This design comes from an exercise in tuning for small area, a short achievable clock period and few clock cycles per item on the open sky130 flow, not from production work.
The RTL was checked by simulation tests, not by an equivalence proof against the original design.
Power is estimated from default activity; no workload was simulated.

$ cat design/flow/config.mk
export PLATFORM = sky130hd
export DESIGN_NAME = qrle
export DESIGN_NICKNAME = qrle
export VERILOG_FILES = /design/flow/design.v
export SDC_FILE = /design/flow/constraint.sdc
export NUM_CORES = 4
export LEC_CHECK = 0
export CAP_MARGIN = 20
export CORE_MARGIN = 2
export CORE_UTILIZATION = 40
export SLEW_MARGIN = 20
$ cat design/flow/constraint.sdc
create_clock -name core_clock -period 16.0 [get_ports {clk}]
set_input_delay 3.2000 -clock core_clock [delete_from_list [all_inputs] [get_ports {clk}]]
set_output_delay 3.2000 -clock core_clock [all_outputs]
set_load 0.01 [all_outputs]
$ cat design/flow/design.v
module qrle (
    input  wire        clk,
    input  wire        rst,
    input  wire        in_valid,
    output wire        in_ready,
    input  wire [31:0] in_x,
    input  wire [31:0] in_delta,
    input  wire        in_last,
    output wire        out_valid,
    input  wire        out_ready,
    output wire [7:0]  out_data,
    output wire        out_last
);
    localparam [31:0] QNAN = 32'h7FC00000;
    localparam S_IDLE = 3'd0;
    localparam S_PREP = 3'd1;
    localparam S_DIV  = 3'd2;
    localparam S_RLE  = 3'd3;
    localparam S_EMIT = 3'd4;
    reg [2:0]  state;
    reg [31:0] x_r;
    reg [31:0] d_r;
    reg        last_r;
    reg [31:0] qv;         
    reg [24:0] rem;
    reg [23:0] dvs;
    reg [26:0] quo;
    reg [4:0]  cnt;
    reg signed [10:0] qexp;
    reg        qsign;
    reg [15:0] run;        
    reg [63:0] obuf;       
    reg [3:0]  ocnt;       
    reg        olast;      
    assign in_ready  = (state == S_IDLE);
    assign out_valid = (state == S_EMIT);
    assign out_data  = obuf[63:56];
    assign out_last  = olast && (ocnt == 4'd1);
    function [4:0] lz24(input [23:0] v);
        integer i;
        reg found;
        begin
            lz24 = 5'd24;
            found = 1'b0;
            for (i = 23; i >= 0; i = i - 1) begin
                if (!found && v[i]) begin
                    lz24 = 23 - i;
                    found = 1'b1;
                end
            end
        end
    endfunction
    function [31:0] round_pack(input sgn, input signed [10:0] bexp, input [25:0] sig);
        reg [25:0] v;
        reg        st;
        reg [10:0] sh;
        reg [30:0] mag;
        reg        rup;
        integer    i;
        begin
            v  = sig;
            st = 1'b0;
            if (bexp < 11'sd1) begin
                sh = 11'sd1 - bexp;
                if (sh > 11'd26) sh = 11'd26;
                for (i = 0; i < 26; i = i + 1) begin
                    if (i < sh) begin
                        st = st | v[0];
                        v  = v >> 1;
                    end
                end
            end
            st  = st | v[0];
            rup = v[1] & (st | v[2]);
            if (bexp >= 11'sd255) begin
                mag = 31'h7F800000;
            end else if (bexp < 11'sd1) begin
                mag = {8'd0, v[24:2]} + {30'd0, rup};
            end else begin
                mag = {bexp[7:0] - 8'd1, 23'd0} + {7'd0, v[25:2]} + {30'd0, rup};
            end
            round_pack = {sgn, mag};
        end
    endfunction
    function [34:0] unpack(input [31:0] f);   
        reg [4:0]  lz;
        reg [23:0] m;
        reg signed [10:0] e;
        begin
            if (f[30:23] == 8'd0) begin
                m  = {1'b0, f[22:0]};
                lz = lz24(m);
                m  = m << lz;
                e  = -11'sd126 - {6'd0, lz};
            end else begin
                m = {1'b1, f[22:0]};
                e = {3'd0, f[30:23]} - 11'sd127;
            end
            unpack = {e, m};
        end
    endfunction
    function [31:0] rha(input [31:0] q);
        reg [7:0]  e;
        reg [23:0] sig;
        reg [24:0] sum;
        reg [31:0] n;
        begin
            e   = q[30:23];
            sig = {1'b1, q[22:0]};
            n   = 32'd0;
            if (e == 8'd255 && q[22:0] != 23'd0) begin
                n = 32'd0;                                    
            end else if (e >= 8'd158) begin
                n = q[31] ? 32'h80000000 : 32'h7FFFFFFF;      
            end else if (e >= 8'd151) begin
                n = {8'd0, sig} << (e - 8'd150);             
            end else if (e == 8'd150) begin
                n = {8'd0, sig} + {31'd0, sig[0]};            
            end else if (e >= 8'd126) begin
                sum = {1'b0, sig} + (25'd1 << (149 - e));
                sum = sum >> (150 - e);
                n   = {7'd0, sum};
            end else if (q[30:0] == 31'h3EFFFFFF) begin
                n = 32'd1;                                    
            end
            rha = (q[31] && e < 8'd158) ? -n : n;
        end
    endfunction
    function [25:0] run_code(input [15:0] r);   
        begin
            if (r <= 16'd100)      run_code = {2'd1, r[7:0], 16'd0};
            else if (r <= 16'd255) run_code = {2'd2, 8'd101, r[7:0], 8'd0};
            else                   run_code = {2'd3, 8'd102, r[15:8], r[7:0]};
        end
    endfunction
    function [42:0] lit_code(input [31:0] v);   
        reg [31:0] nv;
        begin
            nv = -v;
            if ($signed(v) > -32'sd75 && $signed(v) < 32'sd75)
                lit_code = {3'd1, v[7:0] + 8'd180, 32'd0};
            else if ($signed(v) >= 32'sd75 && $signed(v) <= 32'sd255)
                lit_code = {3'd2, 8'd103, v[7:0], 24'd0};
            else if ($signed(v) >= -32'sd255 && $signed(v) <= -32'sd75)
                lit_code = {3'd2, 8'd104, nv[7:0], 24'd0};
            else if ($signed(v) >= -32'sd32768 && $signed(v) <= 32'sd32767)
                lit_code = {3'd3, 8'd105, v[15:8], v[7:0], 16'd0};
            else
                lit_code = {3'd5, 8'd255, v};
        end
    endfunction
    wire [31:0] dx = x_r;
    wire [31:0] dy = d_r;
    wire x_nan  = (dx[30:23] == 8'hFF) && (dx[22:0] != 23'd0);
    wire y_nan  = (dy[30:23] == 8'hFF) && (dy[22:0] != 23'd0);
    wire x_inf  = (dx[30:0] == 31'h7F800000);
    wire y_inf  = (dy[30:0] == 31'h7F800000);
    wire x_zero = (dx[30:0] == 31'd0);
    wire y_zero = (dy[30:0] == 31'd0);
    wire d_sign = dx[31] ^ dy[31];
    wire [34:0] ux = unpack(dx);
    wire [34:0] uy = unpack(dy);
    wire        q_st   = (rem != 25'd0);
    wire [25:0] q_sig  = quo[26] ? {quo[26:2], quo[1] | quo[0] | q_st}
                                 : {quo[25:1], quo[0] | q_st};
    wire signed [10:0] q_bexp = qexp + 11'sd127 - (quo[26] ? 11'sd0 : 11'sd1);
    wire [31:0] q_val  = round_pack(qsign, q_bexp, q_sig);
    wire [25:0] trial   = {1'b0, rem} - {2'b0, dvs};
    wire        q_bit   = !trial[25];
    wire [24:0] rem_nxt = q_bit ? trial[24:0] : rem;
    wire [25:0] rc_pend = run_code(run);             
    wire [25:0] rc_end  = run_code(run + 16'd1);     
    wire [42:0] lc      = lit_code(qv);
    always @(posedge clk) begin
        if (rst) begin
            state <= S_IDLE;
            run   <= 16'd0;
            ocnt  <= 4'd0;
            olast <= 1'b0;
        end else begin
            case (state)
                S_IDLE: begin
                    if (in_valid) begin
                        x_r    <= in_x;
                        d_r    <= in_delta;
                        last_r <= in_last;
                        state  <= S_PREP;
                    end
                end
                S_PREP: begin
                    if (x_nan || y_nan || (x_inf && y_inf) || (x_zero && y_zero)) begin
                        qv    <= rha(QNAN);
                        state <= S_RLE;
                    end else if (x_inf || y_zero) begin
                        qv    <= rha({d_sign, 31'h7F800000});
                        state <= S_RLE;
                    end else if (x_zero || y_inf) begin
                        qv    <= 32'd0;
                        state <= S_RLE;
                    end else begin
                        rem   <= {1'b0, ux[23:0]};
                        dvs   <= uy[23:0];
                        qexp  <= $signed(ux[34:24]) - $signed(uy[34:24]);
                        qsign <= d_sign;
                        quo   <= 27'd0;
                        cnt   <= 5'd0;
                        state <= S_DIV;
                    end
                end
                S_DIV: begin
                    if (cnt == 5'd27) begin
                        qv    <= rha(q_val);
                        state <= S_RLE;
                    end else begin
                        quo <= {quo[25:0], q_bit};
                        rem <= {rem_nxt[23:0], 1'b0};
                        cnt <= cnt + 5'd1;
                    end
                end
                S_RLE: begin
                    olast <= last_r;
                    if (qv == 32'd0) begin
                        if (run == 16'hFFFF) begin
                            if (last_r) begin
                                obuf  <= {8'd102, 8'hFF, 8'hFF, 8'd1, 32'd0};
                                ocnt  <= 4'd4;
                                run   <= 16'd0;
                            end else begin
                                obuf  <= {8'd102, 8'hFF, 8'hFF, 40'd0};
                                ocnt  <= 4'd3;
                                run   <= 16'd1;
                            end
                            state <= S_EMIT;
                        end else if (last_r) begin
                            obuf  <= {rc_end[23:0], 40'd0};
                            ocnt  <= {2'd0, rc_end[25:24]};
                            run   <= 16'd0;
                            state <= S_EMIT;
                        end else begin
                            run   <= run + 16'd1;
                            state <= S_IDLE;
                        end
                    end else begin
                        if (run == 16'd0) begin
                            obuf <= {lc[39:0], 24'd0};
                            ocnt <= {1'b0, lc[42:40]};
                        end else begin
                            obuf <= ({rc_pend[23:0], 40'd0}) |
                                    ({24'd0, lc[39:0]} << (8 * (3 - rc_pend[25:24])));
                            ocnt <= {2'd0, rc_pend[25:24]} + {1'b0, lc[42:40]};
                        end
                        run   <= 16'd0;
                        state <= S_EMIT;
                    end
                end
                S_EMIT: begin
                    if (out_ready) begin
                        obuf <= {obuf[55:0], 8'd0};
                        ocnt <= ocnt - 4'd1;
                        if (ocnt == 4'd1) state <= S_IDLE;
                    end
                end
                default: state <= S_IDLE;
            endcase
        end
    end
endmodule
$ cat design/flow/run.sh
#!/bin/bash
# synth_recipe.tcl (not shown) runs the flow's synth.tcl, then flattens the netlist and writes it again
# the make line also repeats each setting of config.mk as NAME=value (left out here)
make -C /OpenROAD-flow-scripts/flow DESIGN_CONFIG=/design/flow/config.mk WORK_HOME=/design/flow/orfs CLKGATE_MAP_FILE= SYNTH_SCRIPT=/design/flow/synth_recipe.tcl finish
==> results.txt <==
-- state kept, by name (all words and copies together), names as in the netlist, 16 cells and up --
| signal | cells |
|---|---|
| obuf | 64 |
| qv | 32 |
| d_r | 32 |
| quo | 27 |
| dvs | 24 |
| run | 16 |
| rem | 25 |
| x_r | 32 |
-- layer usage --
layer / part of all wire [%] / up-vias
met3: 9.3 / 423
li1: - / 17000
met5: 0.0085 / -
met2: 44 / 2242
met1: 42 / 18000
met4: 4.6 / 2
-- critical path: cells and delay by family, from the launching register on --
family / cells / cell delay (ns)
fa+ha+maj: 7 / 2.38
xor+xnor: 1 / 0.16
buf+inv: 7 / 1.02
compound gates: 33 / 6.56
flops: 1 / 0.39
simple gates: 20 / 4.44
-- metrics by stage --
| step | util (%) | total power, mW | hold slack, ns | instances | cell area (um2) |
|---|---|---|---|---|---|
| 4_1_cts | 44.7 | 4.18 | 0.517 | 5564 | 37300 |
| 3_5_place_dp | 43.3 | 3.36 | 0.502 | 5502 | 36200 |
| 6_report | 45.1 | 4.29 | 0.512 | 5581 | 37600 |
| 2_1_floorplan | - | 2.49 | 0.455 | 4441 | 33600 |
| 3_3_place_gp | 43.3 | 3.39 | 0.490 | 5502 | 36200 |
| 5_1_grt | 45.1 | 4.48 | 0.533 | 5581 | 37600 |
-- repair_timing --
| item | CTS | global route |
|---|---|---|
| setup buffers | 0 | 16 |
| setup endpoints to repair | 0 | 32 |
| gates resized for setup | 0 | 38 |
-- layout by cell type, fill, tap and decap left out, types with 35 or more instances in the layout --
cell type / Yosys / layout
clkdlybuf4s50_1: 0 / 79
clkbuf_16: 0 / 37
edfxtp_1: 254 / 254
mux2_2: 50 / 50
and3_1: 77 / 75
o31ai_1: 44 / 43
o22ai_1: 56 / 56
nor3_1: 163 / 157
ha_1: 103 / 101
xnor2_1: 107 / 103
o21ai_0: 297 / 296
buf_4: 14 / 227
a22oi_1: 35 / 35
a211oi_1: 78 / 74
nor4_1: 72 / 70
mux2i_1: 198 / 195
a21oi_1: 337 / 329
a31oi_1: 78 / 76
nor2_1: 462 / 458
o211ai_1: 67 / 67
nand4_1: 66 / 66
nand2_1: 492 / 492
a21o_1: 53 / 53
inv_1: 137 / 136
nand3_1: 174 / 174
xor2_1: 47 / 47
-- final timing paths --
check | from | end | slack, ns | cells past startpoint
worst max register to register | qexp[1]$_DFFE_PP_ | qv[27]$_DFFE_PP_ | 0.84 | 68
worst min register to register | obuf[40]$_DFFE_PP_ | obuf[48]$_DFFE_PP_ | 0.51 | 2
worst min-delay path | obuf[40]$_DFFE_PP_ | obuf[48]$_DFFE_PP_ | 0.51 | 2
worst max-delay path | qexp[1]$_DFFE_PP_ | qv[27]$_DFFE_PP_ | 0.84 | 68
-- power groups by stage --
stage	Sequential, mW	Clock (mW)	Combinational, mW
after global placement	0.885	0	2.50
after global routing	0.875	0.850	2.76
after CTS	0.870	0.822	2.48
after floorplan	0.874	0	1.62
after detailed placement	0.886	0	2.47
final	0.871	0.808	2.62
-- cells by family after synthesis --
kind of cell / Yosys count / synth area share, %
AO/OA/AOI/OAI: 1441 / 28.7
XOR/XNOR: 158 / 4.27
adder cells (fa/ha/maj): 108 / 4.13
buffers and inverters: 452 / 5.58
flip-flops: 278 / 24.1
multiplexers: 257 / 8.13
AND/OR/NAND/NOR: 1747 / 25.1
-- layout make-up --
cell class,instances,area (um2),area share (%)
tap,1080,1350,3.59
multi-input combinational,3712,24000,63.7
clock inverter,21,204,0.542
inverter,142,533,1.42
sequential,278,8110,21.6
timing repair buffer,307,2510,6.67
clock buffer,41,941,2.50
==> summary.md <==
| Metric | Value |
|---|---|
| Status | `no timing/DRC/antenna violations` |
| Clock skew | `roughly 0.036 ns` |
| Ranking of synthesized cells by area | `edfxtp_1, mux2i_1, nand2_1` |
| Total Routed Length | `~150 mm` |
| Setup TNS | `0 ns` |
| RSZ-0062 raised after global routing | `no` |
| DR pass1 iterations | `9` |
| Hold WC Path Type | `reg2reg` |
| Routed length per placed instance | `approximately 27 um` |
| Number of global-route vias before repair | `approximately 35000` |
| Residual DRC count | `0` |
| Antenna Cells | `0` |
| Crit-path slowest cell | `fa_2` |
| Initial antenna violation count | `2` |
| # fillers | `~8500` |
| Nets | `between 4000 and 5000` |
| Share of layout cells above drive strength 1 | `between 10% and 20%` |
| Largest net degree at the start of global routing | `73` |
| Via density | `just under 7` |
| Fmax | `0.0660 GHz` |
| Starting Density | `40.3%` |
| Routability cong. | `~1` |
| First-pass GRT wire length | `about 230 mm` |
| Syn Inst Count | `approximately 4400` |
| Initial drt markers | `~4700` |
| Clk Latency, worst-skew pair | `around 0.56 ns` |
| Die Ht | `294 um` |
| Post-synthesis register bit count | `~280` |
| Clk slew on worst S/H paths | `roughly 0.060 ns` |
| Worst endpoint required time | `about 16 ns` |
| Met3 Usage GRT | `between 5 and 6%` |
| Final WS setup | `~0.84 ns` |
| Met2 Usage GRT | `52.3%` |
| CP dominant cell by count | `a21oi_1` |
| Port Buffers | `~80` |
| Htree depth | `2` |
| Ports | `80` |
| Pins Over Slew Limit | `0` |
| Async set-reset flop share out of synthesis | `0%` |
| Grt ovf | `0` |
| Die Wd | `between 200 and 300 um` |
| Net Sw Power | `~2.2 mW` |
| Comb pwr share | `60.9%` |
| Slowest Stage Delay on Critical Path | `0.62 ns` |
| Leading area contributor after synthesis | `edfxtp_1` |
| Standby leakage power | `between 10 and 15 nW` |
| Tcrit/Tclk final | `approximately 95%` |
| Final setup violating endpoints | `0` |
| Cts bufs inserted | `34` |
| Worst vdd ir | `approximately 0.00009 V` |
| Vias | `about 38000` |
| Layout Area Growth over Synthesis | `11.7%` |
| CP Launch Type | `register` |
| Crit path max fanout | `14` |
| Syn_nets | `about 4600` |
| CTS tree | `built` |
| Die ar. | `roughly 86000 um2` |
| M1 GR Usage | `a little under half` |
| Netlist cell types | `124` |
| Tmin final | `between 15 and 20 ns` |
| Global routing's busiest layer | `met2` |
| Maxcap violations | `0` |
| Critical Path AT | `~16 ns` |
| Synth top area share | `between 20 and 25%` |
| Antenna Violating Nets Remaining | `0` |
| Worst slew pin tran | `between 1 and 1.5 ns` |
| Clock sinks | `approximately 280` |
| Final Hold Viols | `0` |
| Avg Inst Size Synth | `between 7 and 8 um2` |
| Sw frac | `50.2%` |
| Max clock buf depth | `3` |
| Root buf cell | `clkbuf_16` |
| Post-synth EDFFs | `254` |
| GRT Overall Usage | `approximately a third` |
| Hold Buf Count CTS | `0` |
| Top FF cell, synth | `edfxtp_1` |
| Pre-CTS WS | `just under 0.4 ns` |
| CORE AREA | `around 83000 um2` |
| DP Wirelength | `117 mm` |
| Register area share after synthesis | `roughly a quarter` |
| Kind of critical path | `reg2reg` |
| Clock share of power | `about a fifth` |
| Top cells by count, synth | `nand2_1, nor2_1, a21oi_1, o21ai_0, edfxtp_1` |
| P per Cell Area | `approximately 110 nW/um2` |
| Worst setup EP type | `register` |
| Register share of total power | `between 20 and 25%` |
| Most numerous cell in the Yosys netlist | `nand2_1` |
| Internal power | `around 2.1 mW` |
| Num rows | `~110` |
| Synth warnings | `1` |
| Slew Limit Headroom | `about a fifth` |
| Mapped Area | `about 34000 um2` |
Testbench counts, summed over its fixed seeds: cycles 97,537, samples 7,072.

[port drivers added, routing unchanged]
No port has a modelled driver above. Below, the same layout with a new extraction and two added sets of constraints.
Step 1, drivers: a clkbuf_16 drives clk and a buf_2 each remaining input, both assumed.
Step 2 adds t to the input delays and takes it off the output delays; t is the mean of the earliest and latest rising clock arrival at the registers after step 1. Input paths then give back, and output paths get back, about the clock's delay inside the block.
Slacks: ideal / step 1 / step 2; pairs: ideal / step 1.
t, ns: 0.594
setup slack, ns: 0.841 / 0.841 / 0.841
worst setup path after step 2: register to register
worst slew at a driven data input, ns: 0.07
After both steps setup and hold are still met in this run. For this run, drivers alone change the setup slack by 0.000 ns; drivers and shift together by 0.000 ns.
